Context: an optimization exercise on an open-source flow, tuned for small area, a short achievable clock period and few clock cycles per item. The choices shown serve that exercise and are no tape-out recipe.
The RTL was checked by simulation tests, not by an equivalence proof against the original design.

$ cat standard.sh
#!/bin/bash
# synth_recipe.tcl (not shown) runs the flow's synth.tcl, then flattens the netlist and writes it again
# the make line also repeats each setting of config.mk as NAME=value (left out here)
make -C /OpenROAD-flow-scripts/flow DESIGN_CONFIG=/design/flow/config.mk WORK_HOME=/design/flow/orfs CLKGATE_MAP_FILE= SYNTH_SCRIPT=/design/flow/synth_recipe.tcl "${@:-finish}"
$ cat flow/run.sh
#!/bin/bash
# The standard layout, with plain buffers (instead of the delay buffers
# buffer_ports picks by default) on the input and output ports, and a clock
# tree of smaller buffers without dummy loads.
set -euo pipefail
export BUFFER_PORTS_ARGS="-buffer_cell sky130_fd_sc_hd__buf_1"
export CTS_ARGS="-sink_clustering_enable -repair_clock_nets -dont_use_dummy_load -buf_list {sky130_fd_sc_hd__clkbuf_4 sky130_fd_sc_hd__clkbuf_8} -sink_clustering_size 30"
bash standard.sh > standard.log 2>&1
$ cat constraint.sdc
create_clock -name core_clock -period 8.0 [get_ports {clk}]
set_input_delay 1.6000 -clock core_clock [delete_from_list [all_inputs] [get_ports {clk}]]
set_output_delay 1.6000 -clock core_clock [all_outputs]
set_load 0.01 [all_outputs]
$ cat design.v
module se05x_tx_frame (
    input  wire        clk,
    input  wire        rst,             
    input  wire        msg_valid,
    output wire        msg_ready,
    input  wire [31:0] msg_data,
    output reg         out_valid,
    input  wire        out_ready,
    output reg  [31:0] out_data,
    output reg         out_last
);
    localparam [7:0] NAD_H2C = 8'h5A;
    function [15:0] f8;
        input [15:0] c;
        input [7:0]  b;
        reg   [7:0]  x;
        begin
            x  = c[7:0] ^ b;
            x  = x ^ {x[3:0], 4'b0000};
            f8 = {8'h00, c[15:8]} ^ {x, 8'h00} ^ {5'b00000, x, 3'b000} ^ {12'h000, x[7:4]};
        end
    endfunction
    localparam [15:0] CRC_NAD = f8(16'hFFFF, NAD_H2C);
    reg        busy;         
    reg        k_hdr;        
    reg        m_full;       
    reg        m_trl;        
    reg        m_tail;       
    reg        odd;          
    reg        tx_seq;       
    reg [15:0] rem;          
    reg        more;         
    reg        rz;           
    reg [5:0]  q;            
    reg [1:0]  r;            
    reg [15:0] crc;
    reg [7:0]  hb0, hb1, hb2, hb3, hb4;    
    reg        nw;           
    reg        rl;           
    reg        mr_a;         
    reg        mr_b;
    wire out_free = !out_valid || out_ready;
    wire [7:0] clen = more ? 8'd254 : rem[7:0];
    wire [15:0] mlen  = msg_data[15:0];
    wire        mmore = (mlen > 16'd254);
    wire [7:0]  mclen = mmore ? 8'd254 : mlen[7:0];
    wire [7:0] nb0 = msg_data[7:0];
    wire [7:0] w3  = odd ? hb3 : nb0;
    wire [15:0] c1 = f8(crc, hb0);
    wire [15:0] c2 = f8(c1, hb1);
    wire [15:0] c3 = f8(c2, hb2);
    wire [15:0] c4 = f8(c3, w3);
    reg [31:0] ow;
    always @(*) begin
        if (m_tail)
            ow = {24'h000000, ~crc[15:8]};
        else if (m_full)
            ow = {w3, hb2, hb1, hb0};
        else
            case (r)
                2'd0:    ow = {16'h0000, ~crc[15:8], ~crc[7:0]};
                2'd1:    ow = {8'h00, ~c1[15:8], ~c1[7:0], hb0};
                2'd2:    ow = {~c2[15:8], ~c2[7:0], hb1, hb0};
                default: ow = {~c3[7:0], hb2, hb1, hb0};
            endcase
    end
    wire fend = m_tail || (m_trl && r != 2'd3);      
    wire go       = busy && out_free && (!nw || msg_valid);
    wire take_len = !busy || (out_free && rl);
    assign msg_ready = mr_a || (mr_b && out_ready);
    wire seq_n = tx_seq ^ (go && fend);
    reg        busy_n, k_hdr_n, m_full_n, m_trl_n, m_tail_n, odd_n, rz_n, nw_n, rl_n;
    reg [1:0]  r_n;
    reg [5:0]  q_n;
    always @(*) begin
        busy_n = busy; k_hdr_n = k_hdr; m_full_n = m_full; m_trl_n = m_trl;
        m_tail_n = m_tail; odd_n = odd; rz_n = rz; r_n = r; q_n = q;
        nw_n = nw; rl_n = rl;
        if (go) begin
            k_hdr_n = 1'b0;
            if (fend) begin
                k_hdr_n = 1'b1;
                {m_full_n, m_trl_n, m_tail_n} = 3'b100;
                odd_n = ~odd;
                if (rz) busy_n = 1'b0;
                nw_n = odd ? 1'b1 : (more || rem[7:2] != 6'd0 || rem[1:0] == 2'd3);
            end else if (k_hdr) begin
                rz_n = !more;
                r_n  = hb2[1:0] - 2'd1;
                q_n  = (hb2 - 8'd1) >> 2;
                if (rz)
                    {m_full_n, m_trl_n, m_tail_n} = 3'b001;
                else if (hb2 > 8'd4)
                    {m_full_n, m_trl_n, m_tail_n} = 3'b100;
                else
                    {m_full_n, m_trl_n, m_tail_n} = 3'b010;
                nw_n = !rz && (odd ? (hb2 > 8'd6) : (hb2 > 8'd4));
            end else if (m_full) begin
                q_n = q - 6'd1;
                if (q == 6'd1)
                    {m_full_n, m_trl_n, m_tail_n} = 3'b010;
                nw_n = (q != 6'd1) && (!odd || q != 6'd2 || r[1]);
            end else begin
                {m_full_n, m_trl_n, m_tail_n} = 3'b001;
                nw_n = 1'b0;
            end
            rl_n = rz_n && !nw_n && (m_tail_n || (m_trl_n && r_n != 2'd3));
        end
        if (msg_valid && take_len) begin
            busy_n  = 1'b1;
            k_hdr_n = 1'b1;
            odd_n   = 1'b0;
            rz_n    = (mlen == 16'h0000);
            {m_full_n, m_trl_n, m_tail_n} = {!rz_n, rz_n, 1'b0};
            r_n     = 2'd3;
            nw_n    = !rz_n;
            rl_n    = 1'b0;
        end
    end
    always @(posedge clk) begin
        if (rst) begin
            busy      <= 1'b0;
            out_valid <= 1'b0;
            tx_seq    <= 1'b0;
        end else begin
            busy <= busy_n;
            if (out_valid && out_ready)
                out_valid <= 1'b0;
            if (go) begin
                out_valid <= 1'b1;
                if (fend)
                    tx_seq <= ~tx_seq;
            end
        end
        k_hdr  <= k_hdr_n;
        m_full <= m_full_n;
        m_trl  <= m_trl_n;
        m_tail <= m_tail_n;
        odd    <= odd_n;
        rz     <= rz_n;
        r      <= r_n;
        q      <= q_n;
        nw     <= nw_n;
        rl     <= rl_n;
        mr_a   <= rst || !busy_n || ((nw_n || rl_n) && !(go || (out_valid && !out_ready)));
        mr_b   <= nw_n || rl_n;
        if (go) begin
            out_data <= ow;
            out_last <= fend;
            if (fend)
                crc <= 16'hFFFF;
            else if (m_trl)
                crc <= c3;
            else
                crc <= c4;
            if (k_hdr) begin
                rem  <= rem - 16'd254;
                more <= (rem > 16'd508);
            end
            if (fend) begin
                hb0 <= NAD_H2C;
                hb1 <= {1'b0, ~tx_seq, more, 5'b00000};
                hb2 <= clen;
                if (!odd) begin
                    hb3 <= hb1;
                    hb4 <= hb2;
                end
            end else if (!odd) begin
                if (nw) begin
                    hb0 <= msg_data[15:8];
                    hb1 <= msg_data[23:16];
                    hb2 <= msg_data[31:24];
                end
            end else begin
                hb0 <= hb4;
                if (nw) begin
                    hb1 <= msg_data[7:0];
                    hb2 <= msg_data[15:8];
                    hb3 <= msg_data[23:16];
                    hb4 <= msg_data[31:24];
                end
            end
        end
        if (msg_valid && take_len) begin
            rem  <= mlen;
            more <= mmore;
            crc  <= 16'hFFFF;
            hb0  <= NAD_H2C;
            hb1  <= {1'b0, seq_n, mmore, 5'b00000};
            hb2  <= mclen;
        end
    end
endmodule
$ cat config.mk
export PLATFORM = sky130hd
export DESIGN_NAME = se05x_tx_frame
export DESIGN_NICKNAME = se05x_tx_frame
export VERILOG_FILES = /design/flow/design.v
export SDC_FILE = /design/flow/constraint.sdc
export NUM_CORES = 4
export LEC_CHECK = 0
export CAP_MARGIN = 20
export CORE_MARGIN = 2
export CORE_UTILIZATION = 40
export SLEW_MARGIN = 20
==> results of run 1 <==
## placed cells by master, fill, tap and decap left out, types with 8 or more instances in the layout
| cell | count |
|---|---|
| nand2_1 | 144 |
| xnor2_1 | 86 |
| edfxtp_1 | 85 |
| nor2_1 | 72 |
| buf_1 | 70 |
| a21oi_1 | 63 |
| o21ai_0 | 48 |
| dfxtp_1 | 41 |
| mux2i_1 | 37 |
| xor2_1 | 36 |
| clkbuf_8 | 17 |
| inv_1 | 11 |
| nand3_1 | 11 |
| nor4_1 | 9 |
| o22ai_1 | 8 |
| buf_4 | 8 |
## kinds of logic after synthesis
| group | after synthesis |
|---|---|
| simple gates | 272 |
| compound gates | 175 |
| xor+xnor | 145 |
| flops | 127 |
| buf+inv | 57 |
| mux | 43 |
| fa+ha+maj | 6 |
## flip-flops by register name (all words and copies together) (netlist names), 2 cells and up
register  flops
hb2           8
out_data     32
hb3           8
r             2
crc          16
q             6
hb0           8
hb1           8
rem          16
hb4           8
## path summary, 6_finish.rpt
path	startpoint	endpoint	slack (ns)	cells after the start
hold / removal	rl	rl	0.51	2
setup reg to reg	hb0[2]	crc[8]	4.25	9
hold reg to reg	rl	rl	0.51	2
setup / recovery	hb0[2]	crc[8]	4.25	9
## stage by stage
| step | util | instance area, sq um | hold WS, ns |
|---|---|---|---|
| final | 0.4437 | 8635 | 0.5091 |
| after global routing | 0.4437 | 8635 | 0.5488 |
| after CTS | 0.4437 | 8635 | 0.5056 |
| after detailed placement | 0.4316 | 8401 | 0.4959 |
| after global placement | 0.4316 | 8401 | 0.5017 |
| after floorplan | - | 7914 | 0.4597 |
## per-layer routing
layer / global-route usage / up-vias / routed length [um]
met4: 0.06490 / 0 / 487
met5: 0 / - / 0
met1: 0.3273 / 3008 / 10620
li1: - / 3005 / -
met3: 0.03982 / 32 / 1354
met2: 0.3430 / 212 / 10060
## cell type report
cell class | count | area share
Tap cell | 265 | 0.03840
Clock buffer | 17 | 0.02710
Timing Repair Buffer | 78 | 0.03739
Sequential cell | 127 | 0.3931
Multi-Input combinational cell | 641 | 0.4979
Inverter | 14 | 0.006086
## worst max-delay path, delay by kind of cell (launching register included)
family / cells / cell delay (ns)
and+or+nand+nor: 1 / 0.11
AOI/OAI and AO/OA: 1 / 0.27
DFF: 1 / 0.45
xor gates and xnor gates: 7 / 2.81
==> results.yml, run 1 <==
run_status:
  outcome: "no timing/DRC/antenna violations"
sta:
  period_needed_ns: 3.746
  max_freq_mhz: 267.0
  worst_clock_skew_ns: 0.02010
  hold_viol_final: 0
  setup_violations: 0
  worst_pin_slew_ns: 0.9159
  setup_tns_ns: 0
  rsz0062_at_grt: "no"
  slew_headroom: 0.3886
  fin_ws_ns: 4.254
  drv_slew: 0
  period_share: 0.4682
worst_setup_path:
  crit_path_max_fanout: 4
  max_stage_delay_ns: 0.59
  crit_chain: "xor2_1, xnor3_1, xnor2_1, xnor2_1, xnor2_1, xnor2_1, xor2_1, nor3_1, a211o_1"
  cpMostUsedCell: "xnor2_1"
  crit_slowest_cell: "xnor2_1"
  cp-start-kind: "flop"
  endpoint_kind: "flop"
  crit_type: "reg2reg"
  crit_required_ns: 8.33
  cp.arrival_ns: 4.08
yosys:
  synth.distinct_cells: 58
  synth-edff-count: 85
  synth_top_cell_area_share: 0.3225
  postSynthAreaPerCell_sq_um: 9.593
  synthAdderAreaFrac: 0.009486
  async_flop_share: 0
  yosysWarnings: 1
  netlist_instances: 825
  synth_seq_cells: 127
  yosys.area_share.simple: 0.1451
  syn_nets: 867
  synth_top_area_cell: "edfxtp_1"
  yosysMostFrequentCell: "nand2_1"
  synth.area.top_cells: "edfxtp_1 (32%), dfxtp_1 (11%), xnor2_1 (9.5%)"
  synth_common_cells: "nand2_1 (144), xnor2_1 (86), edfxtp_1 (85)"
  synth_top_family_by_area: "XOR/XNOR gates"
  syn_area_sq_um: 7914
  synth.mux.area_fraction: 0.05534
  synth_compound_area_frac: 0.1366
  synth-xor-area-share: 0.1953
  yosysSeqAreaShare: 0.4288
  synthFlopType: "edfxtp_1"
final_layout:
  final_cells: 1142
  multi_input_area_sq_um: 4299
  seqCellArea_sq_um: 3395
  syn_to_final_growth_pct: 9.107
  n_antenna_cell: 0
  fillers: 1934
  num-nets-final: 921
  drive_gt1_frac: 0.07070
route:
  antenna_left: 0
  num_vias: 6257
  via_per_inst: 5.479
  wirelength_um: 22520
  route.detailed.drc: 0
  first_iter_violations: 522
  dr.pass1.iters: 5
  routedWlPerCell_um: 19.72
clock_network:
  cts-buffers-inserted: 17
  postCtsSetupBuffers: 0
  cts_resized: 0
  ctsHoldBuffers: 0
  htreeDepth: 4
  cts.clk_slew.worst_paths_ns: 0.07
  cts_tree: "yes"
  cts_root_buf: "clkbuf_8"
  clock_path_buffers: 2
  cts_sinks: 127
  clkLatencyLatePin_ns: 0.45
die:
  die_x_um: 144.7
  core_sq_um: 19460
  io_pins: 71
  die_area_sq_um: 20930
  num_rows: 51
  die_y_um: 144.7
  start_util: 0.4066
global_route:
  grt_pass1_vias: 5947
  grt_pass1_wl_um: 35020
  grt_max_degree: 45
  antenna_found_initial: 0
  gr-total-overflow: 0
  grtUsageTotal: 0.2247
placed_design:
  dp_hpwl_um: 16580
  place_ws_ns: 3.840
  portBuffers: 70
  post-place-cells: 1125
  gp_congestion: 0.9131
job:
  timing.max_cap.violations: 0
worst_hold_path:
  hold_class: "reg2reg"
Testbench counts, summed over its fixed seeds: cycles 45,408, messages 960.
==> run 2: changes to the inputs <==
==> flow/run.sh (replaced) <==
#!/bin/bash
# The standard layout, with plain buffers (instead of the delay buffers
# buffer_ports picks by default) on the input and output ports.
set -euo pipefail
export BUFFER_PORTS_ARGS="-buffer_cell sky130_fd_sc_hd__buf_1"
bash standard.sh > standard.log 2>&1
==> run 2 against run 1 <==
- count of clock-buffer cells in the layout up 7
- maximum frequency up 0.73%
- die area unchanged
- synthesized area is the same
- sequential share of layout area is 1.4 points lower
- final area grew 3.7%
- via count up 0.32%
- global-route usage increased by 0.19 points
- hold slack got worse by 0.0048 ns
- clock skew is 0.014 ns lower
- critical path type unchanged
- critical endpoint unchanged
- largest cell class unchanged
- highest routed layer unchanged
==> results.yml, run 2 <==
placed_design:
  dp_hpwl_um: 16580
  gp_congestion: 0.9131
  portBuffers: 70
global_route:
  grt_pass1_vias: 6049
  grt_max_degree: 45
  antenna_found_initial: 0
  grtUsageTotal: 0.2265
  gr-total-overflow: 0
  grt_pass1_wl_um: 35250
yosys:
  netlist_instances: 825
  syn_area_sq_um: 7914
  yosysSeqAreaShare: 0.4288
  synth_top_area_cell: "edfxtp_1"
  synth_top_cell_area_share: 0.3225
  async_flop_share: 0
  synth.area.top_cells: "edfxtp_1 (32%), dfxtp_1 (11%), xnor2_1 (9.5%)"
  yosysWarnings: 1
  yosysMostFrequentCell: "nand2_1"
  synth-edff-count: 85
  syn_nets: 867
  synth_seq_cells: 127
  synth_common_cells: "nand2_1 (144), xnor2_1 (86), edfxtp_1 (85)"
  postSynthAreaPerCell_sq_um: 9.593
  synth.distinct_cells: 58
  synthFlopType: "edfxtp_1"
clock_network:
  cts.clk_slew.worst_paths_ns: 0.05
  cts_tree: "yes"
  htreeDepth: 4
  cts_root_buf: "clkbuf_16"
  cts-buffers-inserted: 17
  cts_resized: 0
  clock_path_buffers: 2
  cts_sinks: 127
  ctsHoldBuffers: 0
  postCtsSetupBuffers: 0
  clkLatencyLatePin_ns: 0.42
die:
  start_util: 0.4066
  die_area_sq_um: 20930
  die_x_um: 144.7
  die_y_um: 144.7
  core_sq_um: 19460
  io_pins: 71
  num_rows: 51
worst_setup_path:
  crit_required_ns: 8.31
  crit_path_max_fanout: 4
  crit_type: "reg2reg"
  endpoint_kind: "flop"
  cp.arrival_ns: 4.02
  cp-start-kind: "flop"
route:
  wirelength_um: 22530
  route.detailed.drc: 0
  num_vias: 6277
  via_per_inst: 5.425
  routedWlPerCell_um: 19.47
  first_iter_violations: 487
  antenna_left: 0
  dr.pass1.iters: 5
sta:
  setup_violations: 0
  setup_tns_ns: 0
  max_freq_mhz: 268.9
  hold_viol_final: 0
  drv_slew: 0
  period_share: 0.4648
  period_needed_ns: 3.718
  slew_headroom: 0.3834
  rsz0062_at_grt: "no"
  worst_clock_skew_ns: 0.006296
  worst_pin_slew_ns: 0.9236
job:
  timing.max_cap.violations: 0
final_layout:
  layout_commonest_cell: "nand2_1"
  final_cell_mix: "nand2_1 (144), xnor2_1 (86), edfxtp_1 (85)"
  num-nets-final: 921
  drive_gt1_frac: 0.07848
  reg_top3: "out_data (32), crc (16), rem (16)"
  top_register: "out_data"
  fillers: 1901
  syn_to_final_growth_pct: 13.11
  largest_reg_flops: 32
  n_antenna_cell: 0
worst_hold_path:
  hold_class: "reg2reg"
run_status:
  outcome: "no timing/DRC/antenna violations"
-- run 2: cell counts after synthesis --
Identical to the previous run, type by type.
-- run 2: area by class of cell --
cell class | count | area, sq um | share of cell area
sequential | 127 | 3395 | 0.3792
clock buffer | 24 | 461.7 | 0.05158
clock inverter | 8 | 88.84 | 0.009925
tap | 265 | 331.6 | 0.03704
inverter | 14 | 52.55 | 0.005871
timing repair buffer | 78 | 322.8 | 0.03606
multi-input combinational | 641 | 4299 | 0.4803
-- run 2: worst max-delay path, stage by stage (launching register included) --
cell and delay [ns]:
dfxtp_1 0.45, xor2_1 0.31, xnor3_1 0.58, xnor2_1 0.58, xnor2_1 0.28, xnor2_1 0.20
xnor2_1 0.43, xor2_1 0.40, nor3_1 0.11, a211o_1 0.27
-- run 2: kinds of logic (layout without fill, tap and decap cells) --
logic type | after synthesis | in the layout | synth area share
AO/OA/AOI/OAI | 175 | 175 | 0.1366
XOR/XNOR | 145 | 145 | 0.1953
adder cells (fa/ha/maj) | 6 | 6 | 0.009486
buffers and inverters | 57 | 124 | 0.02941
flip-flops | 127 | 127 | 0.4288
multiplexers | 43 | 43 | 0.05534
AND/OR/NAND/NOR | 272 | 272 | 0.1451
-- run 2: layer usage --
metal,track usage,vias up,share of wire
met1,0.3260,3000,0.47
met2,0.3437,219,0.45
li1,-,3028,-
met5,0,-,0
met4,0.07614,0,0.021
met3,0.04245,30,0.063
-- run 2: worst paths after layout --
kind	startpoint	to	slack [ns]	cells after the start
max	hb0[2]	crc[8]	4.28	9
min	rl	rl	0.50	2
max reg2reg	hb0[2]	crc[8]	4.28	9
min reg2reg	rl	rl	0.50	2
-- run 2: through the flow --
step | instance area [sq um] | util | cells | setup WS, ns | hold slack, ns
floorplan | 7914 | - | 825 | 3.963 | 0.4597
CTS | 8951 | 0.4599 | 1157 | 4.279 | 0.5037
global route | 8951 | 0.4599 | 1157 | 4.043 | 0.5468
finish | 8951 | 0.4599 | 1157 | 4.282 | 0.5043
detailed placement | 8401 | 0.4316 | 1125 | 3.840 | 0.4959
global placement | 8401 | 0.4316 | 1125 | 4.000 | 0.5017
==> run 3: changes to the inputs <==
==> flow/run.sh (replaced) <==
#!/bin/bash
# The standard layout, with plain buffers (instead of the delay buffers
# buffer_ports picks by default) on the input and output ports, and a clock
# tree of smaller buffers without dummy loads.
set -euo pipefail
export BUFFER_PORTS_ARGS="-buffer_cell sky130_fd_sc_hd__buf_1"
export CTS_ARGS="-sink_clustering_enable -repair_clock_nets -dont_use_dummy_load -buf_list {sky130_fd_sc_hd__clkbuf_4} -sink_clustering_size 30 -sink_clustering_max_diameter 100"
bash standard.sh > standard.log 2>&1
--- a/config.mk
+++ b/config.mk
@@ -9,3 +9,4 @@
 export CORE_MARGIN = 2
 export CORE_UTILIZATION = 40
+export SETUP_SLACK_MARGIN = 4.4
 export SLEW_MARGIN = 20
==> run 3 against run 2 <==
- still clean
- global-route usage decreased by 0.60 points
- first-iteration DRC count did not move
- synthesized cell count did not move
- final area shrank 2.5%
- non-clock buffer count is 7 higher
- routed wire length shrank 1.3%
- via count decreased by 0.13%
- maximum frequency is 4.7% higher
- hold slack gained 0.0094 ns
- critical path type is now in2out
- critical endpoint is now msg_ready
==> results.yml, run 3 <==
clock_network:
  cts.clk_slew.worst_paths_ns: 0.09
  cts_sinks: 127
  cts_tree: "yes"
  clock_path_buffers: 2
  htreeDepth: 4
  clkLatencyLatePin_ns: 0.56
  cts-buffers-inserted: 17
  cts_root_buf: "clkbuf_4"
sta:
  drv_slew: 0
  worst_pin_slew_ns: 0.8830
  setup_violations: 0
  period_needed_ns: 3.551
  period_share: 0.4439
  hold_viol_final: 0
  rsz0062_at_grt: "yes"
  slew_headroom: 0.4113
  setup_tns_ns: 0
  worst_clock_skew_ns: 0.03694
  fin_ws_ns: 4.449
  max_freq_mhz: 281.6
route:
  first_iter_violations: 487
  dr.pass1.iters: 5
  antenna_left: 0
  route.detailed.drc: 0
  num_vias: 6269
  via_per_inst: 5.447
  routedWlPerCell_um: 19.32
  wirelength_um: 22240
global_route:
  grtUsageTotal: 0.2205
  grtUsageMet3: 0.04080
  met2_usage: 0.3350
  grt_max_degree: 45
  busiest_layer: "met2"
  met1_usage: 0.3143
  antenna_found_initial: 1
  grt_pass1_wl_um: 34110
  grt_pass1_vias: 5871
  gr-total-overflow: 0
worst_setup_path:
  cp-start-kind: "input pin"
  crit_required_ns: 6.40
  endpoint_kind: "output port"
  crit_path_max_fanout: 2
  cp.arrival_ns: 1.95
  crit_type: "in2out"
yosys:
  synth.distinct_cells: 58
  synthFlopType: "edfxtp_1"
  async_flop_share: 0
  syn_area_sq_um: 7914
  netlist_instances: 825
  postSynthAreaPerCell_sq_um: 9.593
  synth-edff-count: 85
  yosysSeqAreaShare: 0.4288
  yosysWarnings: 1
  synth_top_area_cell: "edfxtp_1"
  synth.area.top_cells: "edfxtp_1 (32%), dfxtp_1 (11%), xnor2_1 (9.5%)"
  yosysMostFrequentCell: "nand2_1"
  synth_common_cells: "nand2_1 (144), xnor2_1 (86), edfxtp_1 (85)"
  synth_seq_cells: 127
  syn_nets: 867
  synth_top_cell_area_share: 0.3225
job:
  timing.max_cap.violations: 0
final_layout:
  final_cells: 1151
  reg_top3: "out_data (32), crc (16), rem (16)"
  syn_to_final_growth_pct: 10.23
  drive_gt1_frac: 0.09389
  final_cell_mix: "nand2_1 (144), edfxtp_1 (85), xnor2_1 (78)"
  top_register: "out_data"
  layout_commonest_cell: "nand2_1"
  largest_reg_flops: 32
  final_core_util: 0.4482
  num-nets-final: 928
placed_design:
  gp_congestion: 0.9165
  dp_hpwl_um: 16320
  post-place-cells: 1125
  portBuffers: 70
  place_ws_ns: 3.861
die:
  die_x_um: 144.7
  num_rows: 51
  core_sq_um: 19460
  die_area_sq_um: 20930
  io_pins: 71
  start_util: 0.4066
  die_y_um: 144.7
worst_hold_path:
  hold_class: "reg2reg"
run_status:
  outcome: "no timing/DRC/antenna violations"
-- run 3: cell counts after synthesis --
Identical to the previous run, type by type.
-- run 3: cell families (layout without fill, tap and decap cells) --
| family | Yosys count | after routing | synth area share |
|---|---|---|---|
| simple gates | 272 | 272 | 0.1451 |
| compound gates | 175 | 175 | 0.1366 |
| xor+xnor | 145 | 145 | 0.1953 |
| flops | 127 | 127 | 0.4288 |
| buf+inv | 57 | 116 | 0.02941 |
| mux | 43 | 43 | 0.05534 |
| fa+ha+maj | 6 | 6 | 0.009486 |
| other cells | 0 | 2 | 0 |
-- run 3: repair_timing --
action	CTS	global route
buffers inserted	0	7
pin swaps	1	3
gates cloned	0	0
gates resized for setup	2	17
endpoints found under the setup margin	5	24
hold buffers	0	0
-- run 3: layer usage --
layer / share of wire / wire length, um / vias up
li1: - / - / 3015
met4: 0.027 / 597 / 0
met5: 0 / 0 / -
met1: 0.47 / 10360 / 3004
met3: 0.060 / 1335 / 36
met2: 0.45 / 9944 / 214
-- run 3: area by class of cell --
type | instances | area, sq um
Clock buffer | 17 | 127.6
Antenna cell | 2 | 5.005
Sequential cell | 127 | 3395
Timing Repair Buffer | 85 | 379.1
Fill cell | 1921 | 10740
Tap cell | 265 | 331.6
Multi-Input combinational cell | 641 | 4433
Inverter | 14 | 52.55
-- run 3: path summary, 6_finish.rpt --
| kind | depth (start not counted) | from | slack, ns | to |
|---|---|---|---|---|
| hold reg to reg | 2 | tx_seq | 0.51 | tx_seq |
| setup reg to reg | 9 | hb0[1] | 4.60 | crc[7] |
| hold / removal | 2 | tx_seq | 0.51 | tx_seq |
| setup / recovery | 3 | out_ready | 4.45 | msg_ready |
-- run 3: stage by stage --
step	hold slack [ns]	area (sq um)
2_1_floorplan	0.4597	7915
3_3_place_gp	0.4956	8401
3_5_place_dp	0.4969	8401
4_1_cts	0.5123	8543
5_1_grt	0.5563	8723
6_report	0.5136	8723
-- run 3: critical path: stages --
cell,delay (ns)
buf_1,0.09
a21o_1,0.15
buf_1,0.12
==> run 4: changes to the inputs <==
--- a/config.mk
+++ b/config.mk
@@ -6,7 +6,7 @@
 export NUM_CORES = 4
 export LEC_CHECK = 0
-export CAP_MARGIN = 20
+export CAP_MARGIN = 0
 export CORE_MARGIN = 2
-export CORE_UTILIZATION = 40
+export CORE_UTILIZATION = 65
 export SETUP_SLACK_MARGIN = 4.4
-export SLEW_MARGIN = 20
+export SLEW_MARGIN = 0
==> run 4 against run 3 <==
- highest routed layer unchanged
- largest cell class unchanged
- still clean
- utilization grew 27 points
- register-to-register slack lost 0.05 ns
- synthesized cell count is the same
==> results.yml, run 4 <==
run_status:
  outcome: "no timing/DRC/antenna violations"
final_layout:
  top_register: "out_data"
  n_antenna_cell: 0
  final_cell_area_sq_um: 8563
  drive_gt1_frac: 0.09535
  multi_input_area_sq_um: 4444
  fillers: 924
  final_cells: 1028
  layout_commonest_cell: "nand2_1"
  reg_top3: "out_data (32), crc (16), rem (16)"
  num-nets-final: 925
  final_cell_mix: "nand2_1 (144), edfxtp_1 (85), xnor2_1 (75)"
  syn_to_final_growth_pct: 8.205
  seqCellArea_sq_um: 3396
  largest_reg_flops: 32
die:
  die_y_um: 114.3
  io_pins: 71
  die_area_sq_um: 13070
  num_rows: 40
  die_x_um: 114.3
  start_util: 0.6616
  core_sq_um: 11960
yosys:
  synth_top_family_by_area: "XOR/XNOR gates"
  synthFlopType: "edfxtp_1"
  synthAdderAreaFrac: 0.009486
  synth-edff-count: 85
  synth.mux.area_fraction: 0.05534
  synth_common_cells: "nand2_1 (144), xnor2_1 (86), edfxtp_1 (85)"
  yosys.area_share.simple: 0.1451
  synth.distinct_cells: 58
  syn_nets: 867
  yosysWarnings: 1
  async_flop_share: 0
  synth-xor-area-share: 0.1953
  synth.area.top_cells: "edfxtp_1 (32%), dfxtp_1 (11%), xnor2_1 (9.5%)"
  syn_area_sq_um: 7914
  synth_seq_cells: 127
  netlist_instances: 825
  synth_compound_area_frac: 0.1366
  postSynthAreaPerCell_sq_um: 9.593
  synth_top_cell_area_share: 0.3225
  yosysSeqAreaShare: 0.4288
  synth_top_area_cell: "edfxtp_1"
  yosysMostFrequentCell: "nand2_1"
global_route:
  grt_max_degree: 46
  grtUsageTotal: 0.3344
  gr-total-overflow: 0
  antenna_found_initial: 0
  grt_pass1_wl_um: 32740
  grt_pass1_vias: 5987
worst_setup_path:
  crit_type: "in2out"
  cp.arrival_ns: 1.95
  endpoint_kind: "output port"
  crit_required_ns: 6.40
  rr_worst_depth: 9
  cp-start-kind: "input pin"
  crit_path_max_fanout: 2
route:
  wirelength_um: 21130
  first_iter_violations: 601
  route.detailed.drc: 0
  antenna_left: 0
  via_per_inst: 6.270
  routedWlPerCell_um: 20.56
  dr.pass1.iters: 6
  num_vias: 6446
sta:
  slew_headroom: 0.3615
  setup_tns_ns: 0
  worst_clock_skew_ns: 0.02387
  period_share: 0.4437
  max_freq_mhz: 281.7
  rsz0062_at_grt: "no"
  hold_viol_final: 0
  worst_pin_slew_ns: 0.9565
  setup_violations: 0
  hold_slack_ns: 0.5205
  drv_slew: 0
  period_needed_ns: 3.549
placed_design:
  gp_congestion: 0.9864
  place_area_sq_um: 8223
  dp_hpwl_um: 15410
  portBuffers: 70
  post-place-cells: 1004
clock_network:
  cts_tree: "yes"
  cts.clk_slew.worst_paths_ns: 0.09
  htreeDepth: 4
  clock_path_buffers: 2
  clkLatencyLatePin_ns: 0.56
  ctsHoldBuffers: 0
  cts-buffers-inserted: 17
  cts_root_buf: "clkbuf_4"
  cts_sinks: 127
job:
  timing.max_cap.violations: 0
worst_hold_path:
  hold_class: "reg2reg"
  whs_path_depth: 2
-- run 4: cell counts after synthesis --
Identical to the previous run, type by type.
-- run 4: final timing paths --
path	from	endpoint	slack (ns)
hold / removal	rl	rl	0.52
setup / recovery	out_ready	msg_ready	4.45
setup reg to reg	hb0[0]	crc[3]	4.55
hold reg to reg	rl	rl	0.52
-- run 4: layout make-up --
cell class / instances / area share
inverter: 14 / 0.007013
tap: 147 / 0.02148
timing repair buffer: 80 / 0.03989
clock buffer: 17 / 0.01490
sequential: 127 / 0.3966
multi-input combinational: 641 / 0.5190
timing repair inverter: 2 / 0.001169
-- run 4: through the flow --
step,util,setup slack (ns)
floorplan,-,4.531
global placement,0.6874,3.877
detailed placement,0.6874,3.800
CTS,0.7014,4.400
global route,0.7159,4.402
finish,0.7159,4.451
-- run 4: layer usage --
layer,up-vias,share of wire,track usage
met5,-,0,0
met4,0,0.027,0.1309
met3,42,0.097,0.06194
met2,360,0.45,0.5103
met1,3025,0.42,0.4763
li1,3019,-,-
-- run 4: repair_timing --
action | in CTS | in global routing
cloned | 1 | 1
hold endpoints to repair | 0 | 0
pin swaps | 2 | 1
gates resized for setup | 3 | 20
setup buffers | 2 | 3
setup endpoints to repair | 17 | 43
-- run 4: cell families after synthesis --
| group | Yosys count |
|---|---|
| simple gates | 272 |
| flops | 127 |
| xor+xnor | 145 |
| fa+ha+maj | 6 |
| mux | 43 |
| compound gates | 175 |
| buf+inv | 57 |
-- run 4: critical path, cell delays in order --
cell    delay [ns]
buf_1         0.08
a21o_1        0.15
buf_1         0.12
==> run 5: changes to the inputs <==
--- a/config.mk
+++ b/config.mk
@@ -6,7 +6,7 @@
 export NUM_CORES = 4
 export LEC_CHECK = 0
-export CAP_MARGIN = 0
+export CAP_MARGIN = 10
 export CORE_MARGIN = 2
 export CORE_UTILIZATION = 65
-export SETUP_SLACK_MARGIN = 4.4
-export SLEW_MARGIN = 0
+export SETUP_SLACK_MARGIN = 4.7
+export SLEW_MARGIN = 10
==> run 5 against run 4 <==
- flip-flop and latch count did not move
- critical path depth did not move
- still clean
- cell count increased by 1.2%
- die area unchanged
- worst setup slack improved by 0.0036 ns
- clock skew increased by 0.0075 ns
- critical endpoint unchanged
- routed wire length increased by 2.9%
- non-clock buffer count up 12
- sequential share of layout area shrank 0.96 points
==> results.yml, run 5 <==
global_route:
  grt_pass1_vias: 6102
  met1_usage: 0.4930
  gr-total-overflow: 0
  grtUsageTotal: 0.3429
  busiest_layer: "met2"
  grtUsageMet3: 0.06300
  antenna_found_initial: 0
  grt_pass1_wl_um: 33660
  met2_usage: 0.5294
  grt_max_degree: 46
yosys:
  async_flop_share: 0
  synth.area.top_cells: "edfxtp_1 (32%), dfxtp_1 (11%), xnor2_1 (9.5%)"
  synth_top_area_cell: "edfxtp_1"
  synth_common_cells: "nand2_1 (144), xnor2_1 (86), edfxtp_1 (85)"
  synth-edff-count: 85
  synthFlopType: "edfxtp_1"
  synth_top_cell_area_share: 0.3225
  netlist_instances: 825
  synth.distinct_cells: 58
  yosysSeqAreaShare: 0.4288
  yosysWarnings: 1
  syn_nets: 867
  postSynthAreaPerCell_sq_um: 9.593
  yosysMostFrequentCell: "nand2_1"
  syn_area_sq_um: 7914
  synth_seq_cells: 127
sta:
  worst_pin_slew_ns: 0.8512
  hold_slack_ns: 0.5166
  setup_violations: 0
  drv_slew: 0
  period_needed_ns: 3.546
  slew_headroom: 0.4318
  hold_viol_final: 0
  setup_tns_ns: 0
  max_freq_mhz: 282.0
  worst_clock_skew_ns: 0.03133
  rsz0062_at_grt: "yes"
  period_share: 0.4432
  fin_ws_ns: 4.454
route:
  route.detailed.drc: 0
  first_iter_violations: 798
  via_per_inst: 6.395
  dr.pass1.iters: 6
  num_vias: 6651
  routedWlPerCell_um: 20.91
  antenna_left: 0
  wirelength_um: 21740
worst_setup_path:
  cp-start-kind: "input pin"
  r2r_start: "crc[0]"
  endpoint_kind: "output port"
  crit_required_ns: 6.40
  crit_slowest_cell: "a21o_1"
  rrSetupSlack_ns: 4.77
  crit_path_max_fanout: 2
  cp.arrival_ns: 1.95
  crit_chain: "buf_1, a21o_1, clkbuf_2"
  crit_type: "in2out"
  max_stage_delay_ns: 0.15
  rr_worst_depth: 10
  r2r-end: "crc[8]"
final_layout:
  num-nets-final: 937
  reg_top3: "out_data (32), crc (16), rem (16)"
  drive_gt1_frac: 0.1377
  final_cell_mix: "nand2_1 (144), edfxtp_1 (85), nor2_1 (69), buf_1 (69), xnor2_1 (68)"
  top_register: "out_data"
  largest_reg_flops: 32
  n_antenna_cell: 0
  syn_to_final_growth_pct: 11.21
  layout_commonest_cell: "nand2_1"
die:
  die_y_um: 114.3
  die_area_sq_um: 13070
  io_pins: 71
  start_util: 0.6616
  die_x_um: 114.3
  num_rows: 40
  core_sq_um: 11960
run_status:
  outcome: "no timing/DRC/antenna violations"
clock_network:
  cts-buffers-inserted: 17
  cts_root_buf: "clkbuf_4"
  htreeDepth: 4
  cts_sinks: 127
  cts.clk_slew.worst_paths_ns: 0.09
  cts_tree: "yes"
  clkLatencyLatePin_ns: 0.57
  clock_path_buffers: 2
placed_design:
  portBuffers: 70
  gp_congestion: 0.9936
  place_ws_ns: 3.762
  dp_hpwl_um: 15350
job:
  timing.max_cap.violations: 0
worst_hold_path:
  hold_start: "rl"
  min_to: "rl"
  whs_path_depth: 2
  hold_class: "reg2reg"
run 5: cell counts after synthesis:
Identical to the previous run, type by type.
run 5: how the worst max path moves through the flow:
stage	start	endpoint	cells after the start	slack (ns)
finish	out_ready	msg_ready	3	4.45
global route	out_ready	msg_ready	3	4.42
CTS	out_ready	msg_ready	3	4.45
detailed placement	out_ready	hb2[4]	9	3.76
global placement	out_ready	hb2[2]	9	3.89
floorplan	out_ready	msg_ready	1	4.63
run 5: cell type report:
cell class | count | area (sq um)
multi-input combinational | 641 | 4578
sequential | 127 | 3406
fill | 893 | 3161
timing repair buffer | 92 | 436.7
tap | 147 | 183.9
clock buffer | 17 | 127.6
inverter | 14 | 56.30
timing repair inverter | 2 | 12.51
run 5: critical path: cells and delay by family:
family                 cells  cell delay (ns)
buffers and inverters      2             0.20
AO/OA/AOI/OAI              1             0.15
run 5: timing repair:
action | in CTS | in global routing
setup buffers | 3 | 13
hold buffers | 0 | 0
endpoints found under the setup margin | 39 | 72
pin swaps | 5 | 9
gates cloned | 1 | 1
gates resized for setup | 28 | 28
run 5: routing by layer:
layer  share of wire  wire, um
met2            0.46     10040
met4           0.029       635
met5               0         0
met1            0.41      8844
met3            0.10      2222
run 5: stage by stage:
| stage | utilization | instances | instance area, sq um |
|---|---|---|---|
| floorplan | - | 825 | 7921 |
| global placement | 0.6884 | 1005 | 8234 |
| detailed placement | 0.6884 | 1005 | 8234 |
| CTS | 0.7159 | 1026 | 8563 |
| global route | 0.7358 | 1040 | 8801 |
| finish | 0.7358 | 1040 | 8801 |
run 5: cell families after synthesis:
group	synth area share
AO/OA/AOI/OAI	0.1366
XOR/XNOR	0.1953
adder cells (fa/ha/maj)	0.009486
buffers and inverters	0.02941
flip-flops	0.4288
multiplexers	0.05534
AND/OR/NAND/NOR	0.1451
==> run 6: changes to the inputs <==
--- a/config.mk
+++ b/config.mk
@@ -9,4 +9,6 @@
 export CORE_MARGIN = 2
 export CORE_UTILIZATION = 65
-export SETUP_SLACK_MARGIN = 4.7
+export GPL_ROUTABILITY_DRIVEN = 0
+export GPL_TIMING_DRIVEN = 0
+export SETUP_SLACK_MARGIN = 4.4
 export SLEW_MARGIN = 10
==> run 6 against run 5 <==
- register-to-register slack worse by 0.27 ns
- non-clock buffer count up 24
- final area fell by 2.1%
- critical path depth did not move
- synthesized area stayed put
- sequential share of layout area rose by 0.68 points
- via count increased by 2.2%
- synthesized cell count unchanged
- utilization down 1.5 points
==> results.yml, run 6 <==
yosys:
  synth.distinct_cells: 58
  syn_area_sq_um: 7914
  syn_nets: 867
  async_flop_share: 0
  synth.area.top_cells: "edfxtp_1 (32%), dfxtp_1 (11%), xnor2_1 (9.5%)"
  synth-edff-count: 85
  synth_seq_cells: 127
  synth_top_area_cell: "edfxtp_1"
  yosysSeqAreaShare: 0.4288
  yosysWarnings: 1
  netlist_instances: 825
  synth_top_cell_area_share: 0.3225
  synth_common_cells: "nand2_1 (144), xnor2_1 (86), edfxtp_1 (85)"
  synthFlopType: "edfxtp_1"
  postSynthAreaPerCell_sq_um: 9.593
  yosysMostFrequentCell: "nand2_1"
global_route:
  grt_pass1_vias: 6230
  antenna_found_initial: 1
  grt_max_degree: 43
  grt_pass1_wl_um: 34470
  grtUsageTotal: 0.3533
  gr-total-overflow: 0
clock_network:
  htreeDepth: 4
  cts_sinks: 127
  cts-buffers-inserted: 17
  cts_root_buf: "clkbuf_4"
  cts.clk_slew.worst_paths_ns: 0.09
  cts_tree: "yes"
  clock_path_buffers: 2
  clkLatencyLatePin_ns: 0.56
sta:
  setup_tns_ns: 0
  slew_headroom: 0.3836
  setup_violations: 0
  max_freq_mhz: 282.3
  hold_slack_ns: 0.5047
  period_needed_ns: 3.542
  rsz0062_at_grt: "yes"
  worst_pin_slew_ns: 0.9246
  period_share: 0.4428
  worst_clock_skew_ns: 0.02196
  hold_viol_final: 0
  drv_slew: 0
die:
  die_y_um: 114.3
  io_pins: 71
  core_sq_um: 11960
  num_rows: 40
  die_x_um: 114.3
  die_area_sq_um: 13070
  start_util: 0.6616
worst_setup_path:
  crit_type: "in2out"
  cp.arrival_ns: 1.94
  worst_path_dominant_cell_family: "buffers and inverters"
  cp-start-kind: "input pin"
  max_stage_delay_ns: 0.15
  crit_chain: "buf_1, a21o_1, clkbuf_2"
  crit_buf_inv: 2
  rr_worst_depth: 9
  rrSetupSlack_ns: 4.50
  crit_path_max_fanout: 2
  r2r-end: "crc[14]"
  crit_slowest_cell: "a21o_1"
  crit_required_ns: 6.40
  r2r_start: "hb0[3]"
  endpoint_kind: "output port"
final_layout:
  layout_commonest_cell: "nand2_1"
  largest_reg_flops: 32
  final_cell_area_sq_um: 8620
  syn_to_final_growth_pct: 8.917
  multi_input_area_sq_um: 4384
  fillers: 951
  reg_top3: "out_data (32), crc (16), rem (16)"
  seqCellArea_sq_um: 3395
  final_cells: 1063
  final_core_util: 0.7206
  final_cell_mix: "nand2_1 (143), edfxtp_1 (85), xnor2_1 (80)"
  drive_gt1_frac: 0.07541
  top_register: "out_data"
  num-nets-final: 959
route:
  wirelength_um: 22160
  first_iter_violations: 869
  route.detailed.drc: 0
  antenna_left: 0
  num_vias: 6797
  routedWlPerCell_um: 20.84
  via_per_inst: 6.394
  dr.pass1.iters: 6
job:
  timing.max_cap.violations: 0
worst_hold_path:
  min_to: "rl"
  hold_start: "rl"
  hold_class: "reg2reg"
  whs_path_depth: 2
placed_design:
  portBuffers: 70
  place_area_sq_um: 8377
  dp_hpwl_um: 16630
  post-place-cells: 1043
run_status:
  outcome: "no timing/DRC/antenna violations"
==> run 6: worst max path at each step <==
stage / startpoint / slack [ns] / cells after the start / end
after CTS: hb0[0] / 4.40 / 9 / crc[0]
after floorplan: msg_valid / 4.53 / 6 / more
after global routing: crc[2] / 4.36 / 9 / crc[14]
after detailed placement: msg_valid / 3.84 / 7 / rem[14]
final: out_ready / 4.46 / 3 / msg_ready
after global placement: msg_valid / 3.84 / 5 / hb3[0]
==> run 6: repair_timing <==
item | 4_1_cts | 5_1_grt
setup buffers | 1 | 1
pin swaps | 2 | 0
gates resized for setup | 2 | 13
setup endpoints to repair | 9 | 28
hold buffers | 0 | 0
==> run 6: final cells by class <==
cell class                 instances  area share
multi-input combinational        641      0.5086
antenna                            1   0.0002903
clock buffer                      17     0.01481
buffer                            43     0.02134
inverter                          14    0.006097
sequential                       127      0.3938
timing repair buffer              73     0.03368
tap                              147     0.02134
==> run 6: per-stage QoR <==
step	setup WS [ns]
after floorplan	4.531
final	4.458
after global routing	4.359
after CTS	4.400
after global placement	3.839
after detailed placement	3.836
==> run 6: worst register-to-register path: stages, from the launching register on <==
cell and delay [ns]:
dfxtp_1 0.54, xnor2_4 0.19, xnor2_4 0.37, xnor3_1 0.66
xnor2_1 0.46, xor2_4 0.30, xnor2_1 0.21, xnor2_1 0.37
o21ai_0 0.13, o22a_1 0.17
==> run 6: routing by layer <==
layer	GRT usage	wire (um)	up-vias
li1	-	-	3088
met1	0.5056	9223	3182
met2	0.5226	9707	459
met3	0.06511	2401	68
met4	0.1675	823	0
met5	0	0	-
==> run 6: cell families after synthesis <==
group,Yosys count,share of synthesized area
simple gates,272,0.1451
compound gates,175,0.1366
xor+xnor,145,0.1953
flops,127,0.4288
buf+inv,57,0.02941
mux,43,0.05534
fa+ha+maj,6,0.009486
==> run 7: changes to the inputs <==
--- a/config.mk
+++ b/config.mk
@@ -9,6 +9,5 @@
 export CORE_MARGIN = 2
 export CORE_UTILIZATION = 65
-export GPL_ROUTABILITY_DRIVEN = 0
-export GPL_TIMING_DRIVEN = 0
 export SETUP_SLACK_MARGIN = 4.4
 export SLEW_MARGIN = 10
+export TNS_END_PERCENT = 5
==> run 7 against run 6 <==
- die area did not move
- register-to-register slack got worse by 0.11 ns
- synthesized area did not move
- hold slack improved by 0.016 ns
- critical path depth rose by 6
- routed wire length fell by 5.9%
- synthesized cell count did not move
- flip-flop and latch count did not move
- final area fell by 1.5%
- critical path type is now reg2reg
==> results.yml, run 7 <==
final_layout:
  syn_to_final_growth_pct: 7.336
  fillers: 939
  reg_top3: "out_data (32), crc (16), rem (16)"
  num-nets-final: 921
  n_antenna_cell: 0
  final_cell_mix: "nand2_1 (144), edfxtp_1 (85), xnor2_1 (79)"
  largest_reg_flops: 32
  drive_gt1_frac: 0.08552
  layout_commonest_cell: "nand2_1"
  top_register: "out_data"
die:
  num_rows: 40
  die_y_um: 114.3
  core_sq_um: 11960
  start_util: 0.6616
  die_x_um: 114.3
  die_area_sq_um: 13070
  io_pins: 71
placed_design:
  portBuffers: 70
  gp_congestion: 0.9864
  dp_hpwl_um: 15410
  place_ws_ns: 3.800
route:
  routedWlPerCell_um: 20.37
  antenna_left: 0
  via_per_inst: 6.205
  route.detailed.drc: 0
  num_vias: 6354
  first_iter_violations: 626
  wirelength_um: 20860
  dr.pass1.iters: 7
sta:
  period_share: 0.4508
  worst_clock_skew_ns: 0.02795
  period_needed_ns: 3.606
  worst_pin_slew_ns: 0.9610
  drv_slew: 0
  fin_ws_ns: 4.394
  rsz0062_at_grt: "yes"
  hold_slack_ns: 0.5205
  slew_headroom: 0.3584
  max_freq_mhz: 277.3
  hold_viol_final: 0
  setup_violations: 0
  setup_tns_ns: 0
global_route:
  antenna_found_initial: 0
  grt_pass1_wl_um: 32410
  grt_pass1_vias: 5952
  grtUsageTotal: 0.3311
  grt_max_degree: 46
  gr-total-overflow: 0
yosys:
  synth.mux.area_fraction: 0.05534
  synth.area.top_cells: "edfxtp_1 (32%), dfxtp_1 (11%), xnor2_1 (9.5%)"
  synthAdderAreaFrac: 0.009486
  synth_top_cell_area_share: 0.3225
  yosysMostFrequentCell: "nand2_1"
  synth_common_cells: "nand2_1 (144), xnor2_1 (86), edfxtp_1 (85)"
  synth_seq_cells: 127
  syn_area_sq_um: 7914
  synth.distinct_cells: 58
  async_flop_share: 0
  yosysSeqAreaShare: 0.4288
  synth-edff-count: 85
  synth-xor-area-share: 0.1953
  synth_top_family_by_area: "XOR/XNOR gates"
  yosys.area_share.simple: 0.1451
  synthFlopType: "edfxtp_1"
  syn_nets: 867
  netlist_instances: 825
  postSynthAreaPerCell_sq_um: 9.593
  yosysWarnings: 1
  synth_top_area_cell: "edfxtp_1"
  synth_compound_area_frac: 0.1366
worst_hold_path:
  hold_class: "reg2reg"
clock_network:
  cts.clk_slew.worst_paths_ns: 0.09
  cts-buffers-inserted: 17
  htreeDepth: 4
  clkLatencyLatePin_ns: 0.56
  cts_tree: "yes"
  cts_root_buf: "clkbuf_4"
  ctsHoldBuffers: 0
  cts_sinks: 127
  clock_path_buffers: 2
worst_setup_path:
  cp.arrival_ns: 4.06
  cp-start-kind: "flop"
  endpoint_kind: "flop"
  crit_chain: "xnor2_4, xnor2_4, xnor3_1, xnor2_1, xor2_4, xnor2_1, xnor2_1, o21ai_0, o22a_1"
  crit_slowest_cell: "xnor3_1"
  max_stage_delay_ns: 0.67
  crit_path_max_fanout: 6
  crit_type: "reg2reg"
  worst_path_dominant_cell_family: "XOR/XNOR gates"
  cpMostUsedCell: "xnor2_1"
  rrSetupSlack_ns: 4.39
  crit_required_ns: 8.45
  crit_buf_inv: 0
run_status:
  outcome: "no timing/DRC/antenna violations"
job:
  timing.max_cap.violations: 0
==> run 7: changes by cell type in the layout (fill, tap and decap cells not counted), moves of 2 or more <==
| cell | delta |
|---|---|
| buf_1 | -4 |
| buf_4 | +4 |
| buf_6 | -3 |
| clkbuf_1 | -34 |
| clkinvlp_4 | +2 |
| inv_1 | -3 |
| xor2_1 | -2 |
| xor2_2 | +2 |
==> run 7: final cells by class <==
class	instances	area, sq um	area share
Inverter	14	60.06	0.007070
Timing Repair Buffer	77	315.3	0.03712
Sequential cell	127	3396	0.3998
Tap cell	147	183.9	0.02165
Multi-Input combinational cell	641	4407	0.5188
Clock buffer	17	127.6	0.01502
Timing Repair inverter	1	5.005	0.0005892
==> run 7: metal layers <==
layer / track usage / vias up / routed length (um)
met4: 0.1309 / 0 / 595
met5: 0 / - / 0
li1: - / 3007 / -
met2: 0.5032 / 343 / 9418
met1: 0.4728 / 2956 / 8957
met3: 0.06141 / 48 / 1886
==> run 7: kinds of logic (layout without fill, tap and decap cells) <==
logic type | count (synthesis) | count (layout)
flip-flops | 127 | 127
AO/OA/AOI/OAI | 175 | 175
buffers and inverters | 57 | 109
XOR/XNOR | 145 | 145
adder cells (fa/ha/maj) | 6 | 6
AND/OR/NAND/NOR | 272 | 272
multiplexers | 43 | 43
==> run 7: repair_timing <==
item / in CTS / in global routing
gates resized for setup: 1 / 16
pin swaps: 1 / 1
setup buffers: 1 / 1
endpoints found under the setup margin: 17 / 53
endpoints found under the hold margin: 0 / 0
cloned: 0 / 1
==> run 7: worst paths after layout <==
check	cells past startpoint	to	start
worst min-delay path	2	rl	rl
worst min register to register	2	rl	rl
worst max register to register	9	crc[14]	hb0[3]
worst max-delay path	9	crc[14]	hb0[3]
==> run 7: per-stage QoR <==
| step | std cells | utilization | area [sq um] |
|---|---|---|---|
| 2_1_floorplan | 825 | - | 7915 |
| 3_3_place_gp | 1004 | 0.6874 | 8223 |
| 3_5_place_dp | 1004 | 0.6874 | 8223 |
| 4_1_cts | 1022 | 0.6994 | 8366 |
| 5_1_grt | 1024 | 0.7101 | 8494 |
| 6_report | 1024 | 0.7101 | 8494 |
==> run 7: worst register-to-register path, stage by stage, from the launching register on <==
cell and delay (ns):
dfxtp_1 0.52, xnor2_4 0.19, xnor2_4 0.38, xnor3_1 0.67, xnor2_1 0.46, xor2_4 0.31
xnor2_1 0.22, xnor2_1 0.43, o21ai_0 0.14, o22a_1 0.19
==> run 8: changes to the inputs <==
--- a/config.mk
+++ b/config.mk
@@ -11,3 +11,2 @@
 export SETUP_SLACK_MARGIN = 4.4
 export SLEW_MARGIN = 10
-export TNS_END_PERCENT = 5
==> run 8 against run 7 <==
- sequential share of layout area shrank 0.32 points
- die area unchanged
- non-clock buffer count is 3 higher
- still clean
- first-iteration DRC count decreased by 4.0%
- highest routed layer unchanged
==> results.yml, run 8 <==
run_status:
  outcome: "no timing/DRC/antenna violations"
yosys:
  yosysWarnings: 1
  yosysMostFrequentCell: "nand2_1"
  synthFlopType: "edfxtp_1"
  async_flop_share: 0
  synth-edff-count: 85
  synth_common_cells: "nand2_1 (144), xnor2_1 (86), edfxtp_1 (85)"
  synth.area.top_cells: "edfxtp_1 (32%), dfxtp_1 (11%), xnor2_1 (9.5%)"
  synth_seq_cells: 127
  syn_nets: 867
  synth_top_area_cell: "edfxtp_1"
  netlist_instances: 825
  synth.distinct_cells: 58
  postSynthAreaPerCell_sq_um: 9.593
  syn_area_sq_um: 7914
  synth_top_cell_area_share: 0.3225
  yosysSeqAreaShare: 0.4288
route:
  num_vias: 6446
  dr.pass1.iters: 6
  route.detailed.drc: 0
  via_per_inst: 6.270
  wirelength_um: 21130
  first_iter_violations: 601
  antenna_left: 0
  routedWlPerCell_um: 20.56
sta:
  period_share: 0.4437
  drv_slew: 0
  slew_headroom: 0.3615
  setup_violations: 0
  hold_viol_final: 0
  period_needed_ns: 3.549
  max_freq_mhz: 281.7
  setup_tns_ns: 0
  worst_pin_slew_ns: 0.9565
  rsz0062_at_grt: "no"
  worst_clock_skew_ns: 0.02387
die:
  start_util: 0.6616
  die_x_um: 114.3
  die_area_sq_um: 13070
  die_y_um: 114.3
  io_pins: 71
  core_sq_um: 11960
  num_rows: 40
final_layout:
  num-nets-final: 925
  drive_gt1_frac: 0.09535
  layout_commonest_cell: "nand2_1"
  top_register: "out_data"
  largest_reg_flops: 32
  n_antenna_cell: 0
  syn_to_final_growth_pct: 8.205
  reg_top3: "out_data (32), crc (16), rem (16)"
  final_cell_mix: "nand2_1 (144), edfxtp_1 (85), xnor2_1 (75)"
worst_setup_path:
  crit_type: "in2out"
  crit_required_ns: 6.40
  rrSetupSlack_ns: 4.55
  cp.arrival_ns: 1.95
  r2r_start: "hb0[0]"
  endpoint_kind: "output port"
  rr_worst_depth: 9
  crit_path_max_fanout: 2
  r2r-end: "crc[3]"
  cp-start-kind: "input pin"
clock_network:
  cts-buffers-inserted: 17
  ctsHoldBuffers: 0
  clock_path_buffers: 2
  cts.clk_slew.worst_paths_ns: 0.09
  clkLatencyLatePin_ns: 0.56
  cts_root_buf: "clkbuf_4"
  htreeDepth: 4
  cts_tree: "yes"
  cts_sinks: 127
placed_design:
  portBuffers: 70
  gp_congestion: 0.9864
  dp_hpwl_um: 15410
worst_hold_path:
  min_to: "rl"
  whs_path_depth: 2
  hold_start: "rl"
  hold_class: "reg2reg"
global_route:
  grtUsageTotal: 0.3344
  gr-total-overflow: 0
  grt_pass1_vias: 5987
  grt_max_degree: 46
  grt_pass1_wl_um: 32740
  antenna_found_initial: 0
job:
  timing.max_cap.violations: 0
## run 8: metrics by stage
stage | hold slack [ns] | utilization | instances | setup WS (ns) | cell area [sq um]
floorplan | 0.4597 | - | 825 | 4.531 | 7915
global placement | 0.4930 | 0.6874 | 1004 | 3.877 | 8223
detailed placement | 0.5024 | 0.6874 | 1004 | 3.800 | 8223
CTS | 0.5165 | 0.7014 | 1024 | 4.400 | 8389
global route | 0.5539 | 0.7159 | 1028 | 4.402 | 8563
finish | 0.5205 | 0.7159 | 1028 | 4.451 | 8563
## run 8: logic make-up (layout without fill, tap and decap cells)
group | after synthesis | count (layout) | share of synthesized area
simple gates | 272 | 272 | 0.1451
compound gates | 175 | 175 | 0.1366
xor+xnor | 145 | 145 | 0.1953
flops | 127 | 127 | 0.4288
buf+inv | 57 | 113 | 0.02941
mux | 43 | 43 | 0.05534
fa+ha+maj | 6 | 6 | 0.009486
## run 8: worst max-delay path by stage
stage | start | endpoint | slack, ns | cells after the start
after floorplan | msg_valid | more | 4.53 | 6
after global placement | out_ready | hb2[2] | 3.88 | 9
after detailed placement | out_ready | hb2[0] | 3.80 | 9
after CTS | hb0[2] | crc[14] | 4.40 | 9
after global routing | out_ready | hb1[6] | 4.40 | 9
final | out_ready | msg_ready | 4.45 | 3
## run 8: layout make-up
type | instances | area, sq um
clock buffer | 17 | 127.6
fill | 924 | 3398
inverter | 14 | 60.06
multi-input combinational | 641 | 4444
sequential | 127 | 3396
tap | 147 | 183.9
timing repair buffer | 80 | 341.6
timing repair inverter | 2 | 10.01
## run 8: worst max-delay path, stage by stage
cell,delay [ns]
buf_1,0.08
a21o_1,0.15
buf_1,0.12
## run 8: metal layers
layer  track usage  vias to the layer above  part of all wire
met2        0.5103                      360              0.45
met3       0.06194                       42             0.097
met1        0.4763                     3025              0.42
met4        0.1309                        0             0.027
met5             0                        -                 0
li1              -                     3019                 -
## run 8: timing repair
item | CTS | global route
gates resized for setup | 3 | 20
setup endpoints to repair | 17 | 43
gates cloned | 1 | 1
pin swaps | 2 | 1
setup buffers | 2 | 3
==> run 9: changes to the inputs <==
--- a/config.mk
+++ b/config.mk
@@ -9,4 +9,5 @@
 export CORE_MARGIN = 2
 export CORE_UTILIZATION = 65
-export SETUP_SLACK_MARGIN = 4.4
+export SETUP_SLACK_MARGIN = 4.55
 export SLEW_MARGIN = 10
+export TNS_END_PERCENT = 5
==> run 9 against run 8 <==
- still clean
- worst setup slack improved by 0.011 ns
- register-to-register slack lost 0.03 ns
- global-route usage is 0.56 points higher
- final area increased by 0.18%
==> results.yml, run 9 <==
yosys:
  synthFlopType: "edfxtp_1"
  syn_area_sq_um: 7914
  syn_nets: 867
  netlist_instances: 825
  synth_common_cells: "nand2_1 (144), xnor2_1 (86), edfxtp_1 (85)"
  synth_top_area_cell: "edfxtp_1"
  synth_seq_cells: 127
  yosysMostFrequentCell: "nand2_1"
  postSynthAreaPerCell_sq_um: 9.593
  yosysSeqAreaShare: 0.4288
  async_flop_share: 0
  synth.area.top_cells: "edfxtp_1 (32%), dfxtp_1 (11%), xnor2_1 (9.5%)"
  synth.distinct_cells: 58
  yosysWarnings: 1
  synth_top_cell_area_share: 0.3225
  synth-edff-count: 85
sta:
  max_freq_mhz: 282.6
  period_share: 0.4423
  drv_slew: 0
  hold_viol_final: 0
  setup_tns_ns: 0
  rsz0062_at_grt: "yes"
  period_needed_ns: 3.539
  hold_slack_ns: 0.5141
  worst_clock_skew_ns: 0.02922
  setup_violations: 0
  worst_pin_slew_ns: 0.9846
  slew_headroom: 0.3427
worst_setup_path:
  rrSetupSlack_ns: 4.52
  crit_slowest_cell: "a21o_1"
  cp.arrival_ns: 1.94
  cp-start-kind: "input pin"
  crit_required_ns: 6.40
  startpoint: "out_ready"
  crit_path_max_fanout: 2
  crit_type: "in2out"
  worst_path_dominant_cell_family: "buffers and inverters"
  crit_chain: "buf_1, a21o_1, clkbuf_2"
  max_stage_delay_ns: 0.14
  crit_buf_inv: 2
  endpoint_kind: "output port"
  r2r_start: "hb0[0]"
final_layout:
  final_core_util: 0.7172
  top_register: "out_data"
  drive_gt1_frac: 0.09875
  num-nets-final: 925
  fillers: 944
  syn_to_final_growth_pct: 8.395
  final_cells: 1029
  largest_reg_flops: 32
  layout_commonest_cell: "nand2_1"
  final_cell_mix: "nand2_1 (144), edfxtp_1 (85), xnor2_1 (76)"
  reg_top3: "out_data (32), crc (16), rem (16)"
clock_network:
  cts_sinks: 127
  cts.clk_slew.worst_paths_ns: 0.09
  htreeDepth: 4
  clock_path_buffers: 2
  clkLatencyLatePin_ns: 0.58
  cts-buffers-inserted: 17
  cts_root_buf: "clkbuf_4"
  cts_tree: "yes"
route:
  dr.pass1.iters: 6
  num_vias: 6424
  routedWlPerCell_um: 20.54
  wirelength_um: 21140
  route.detailed.drc: 0
  via_per_inst: 6.243
  first_iter_violations: 737
  antenna_left: 0
global_route:
  grt_pass1_vias: 6073
  grt_pass1_wl_um: 33070
  grt_max_degree: 46
  antenna_found_initial: 0
  gr-total-overflow: 0
  grtUsageTotal: 0.3400
placed_design:
  post-place-cells: 1006
  gp_congestion: 0.9872
  dp_hpwl_um: 15450
  portBuffers: 70
die:
  num_rows: 40
  core_sq_um: 11960
  die_y_um: 114.3
  die_area_sq_um: 13070
  io_pins: 71
  start_util: 0.6616
  die_x_um: 114.3
worst_hold_path:
  hold_class: "reg2reg"
  hold_start: "rl"
run_status:
  outcome: "no timing/DRC/antenna violations"
job:
  timing.max_cap.violations: 0
-- run 9: changes by cell type in the layout (fill, tap and decap cells not counted), sizes merged --
cell / change
diode: +1
clkbuf: +1
inv: +1
clkinvlp: -2
-- run 9: final timing paths --
path                                  end  depth (start not counted)
worst min-delay path                   rl                          2
worst min register to register         rl                          2
worst max register to register     crc[7]                         10
worst max-delay path            msg_ready                          3
-- run 9: timing repair --
item	in CTS	in global routing
pin swaps	1	1
hold buffers	0	0
hold endpoints to repair	0	0
resized for setup	9	18
setup buffers	1	3
cloned	1	0
setup endpoints to repair	37	45
-- run 9: cell type report --
cell class	count	area, sq um	share of cell area
antenna	1	2.502	0.0002917
timing repair buffer	81	350.3	0.04084
tap	147	183.9	0.02144
clock buffer	17	127.6	0.01488
multi-input combinational	641	4458	0.5197
timing repair inverter	1	5.005	0.0005834
inverter	14	56.30	0.006564
sequential	127	3395	0.3957
-- run 9: per-layer routing --
metal	wire length, um	global-route usage	vias to the layer above	part of all wire
li1	-	-	3023	-
met1	9222	0.4869	3031	0.44
met2	9642	0.5175	332	0.46
met3	1811	0.05611	38	0.086
met4	463	0.1407	0	0.022
met5	0	0	-	0
-- run 9: logic make-up (layout without fill, tap and decap cells) --
family,count (synthesis),in the layout,synth area share
compound gates,175,175,0.1366
simple gates,272,272,0.1451
buf+inv,57,113,0.02941
mux,43,43,0.05534
xor+xnor,145,145,0.1953
fa+ha+maj,6,6,0.009486
other cells,0,1,0
flops,127,127,0.4288
-- run 9: stage by stage --
stage                     area (sq um)  worst slack, ns
after floorplan                   7918            4.634
after global placement            8238            3.895
after detailed placement          8238            3.745
after CTS                         8442            4.462
after global routing              8576            4.410
final                             8578            4.461
-- run 9: worst min-delay path: cells and delay by family (launching register included) --
family,cells,cell delay [ns]
and+or+nand+nor,1,0.05
AOI/OAI and AO/OA,1,0.08
DFF,1,0.32

## what the ideal ports hide
How much do the figures lean on ideal ports? The routed layouts below were timed once more, with nothing changed but the port constraints.
Step 1 assumes that a clkbuf_16 drives the clock port and a buf_2 every other input.
Step 2, shift: input delay + t, output delay - t, t = (earliest + latest rising clock arrival at the registers) / 2. This alone moves slack from input paths to output paths.
a / b / c = ideal / step 1 / step 2; a / b = the first two.
run	t (ns)	setup slack, ns	worst hold slack (ns)	worst data-port slew with drivers (ns)	pins driven straight from the clock port
run 1	0.476	4.254 / 4.254 / 3.864	0.509 / 0.509 / 0.509	0.03	1
run 2	0.460	4.282 / 4.282 / 3.904	0.504 / 0.504 / 0.504	0.03	1
run 3	0.582	4.449 / 4.426 / 4.061	0.514 / 0.514 / 0.514	0.03	1
run 4	0.579	4.451 / 4.430 / 3.973	0.521 / 0.521 / 0.521	0.03	1
run 5	0.587	4.454 / 4.435 / 4.293	0.517 / 0.517 / 0.517	0.04	1
run 6	0.587	4.458 / 4.437 / 4.013	0.505 / 0.505 / 0.505	0.04	1
run 7	0.584	4.394 / 4.394 / 3.825	0.520 / 0.520 / 0.520	0.03	1
run 8	0.579	4.451 / 4.430 / 3.973	0.521 / 0.521 / 0.521	0.03	1
run 9	0.605	4.461 / 4.440 / 3.991	0.514 / 0.514 / 0.514	0.03	1
After both steps every run listed still meets setup and hold. For run 7, which loses most, drivers alone change the setup slack by 0.000 ns; drivers and shift together by -0.569 ns.
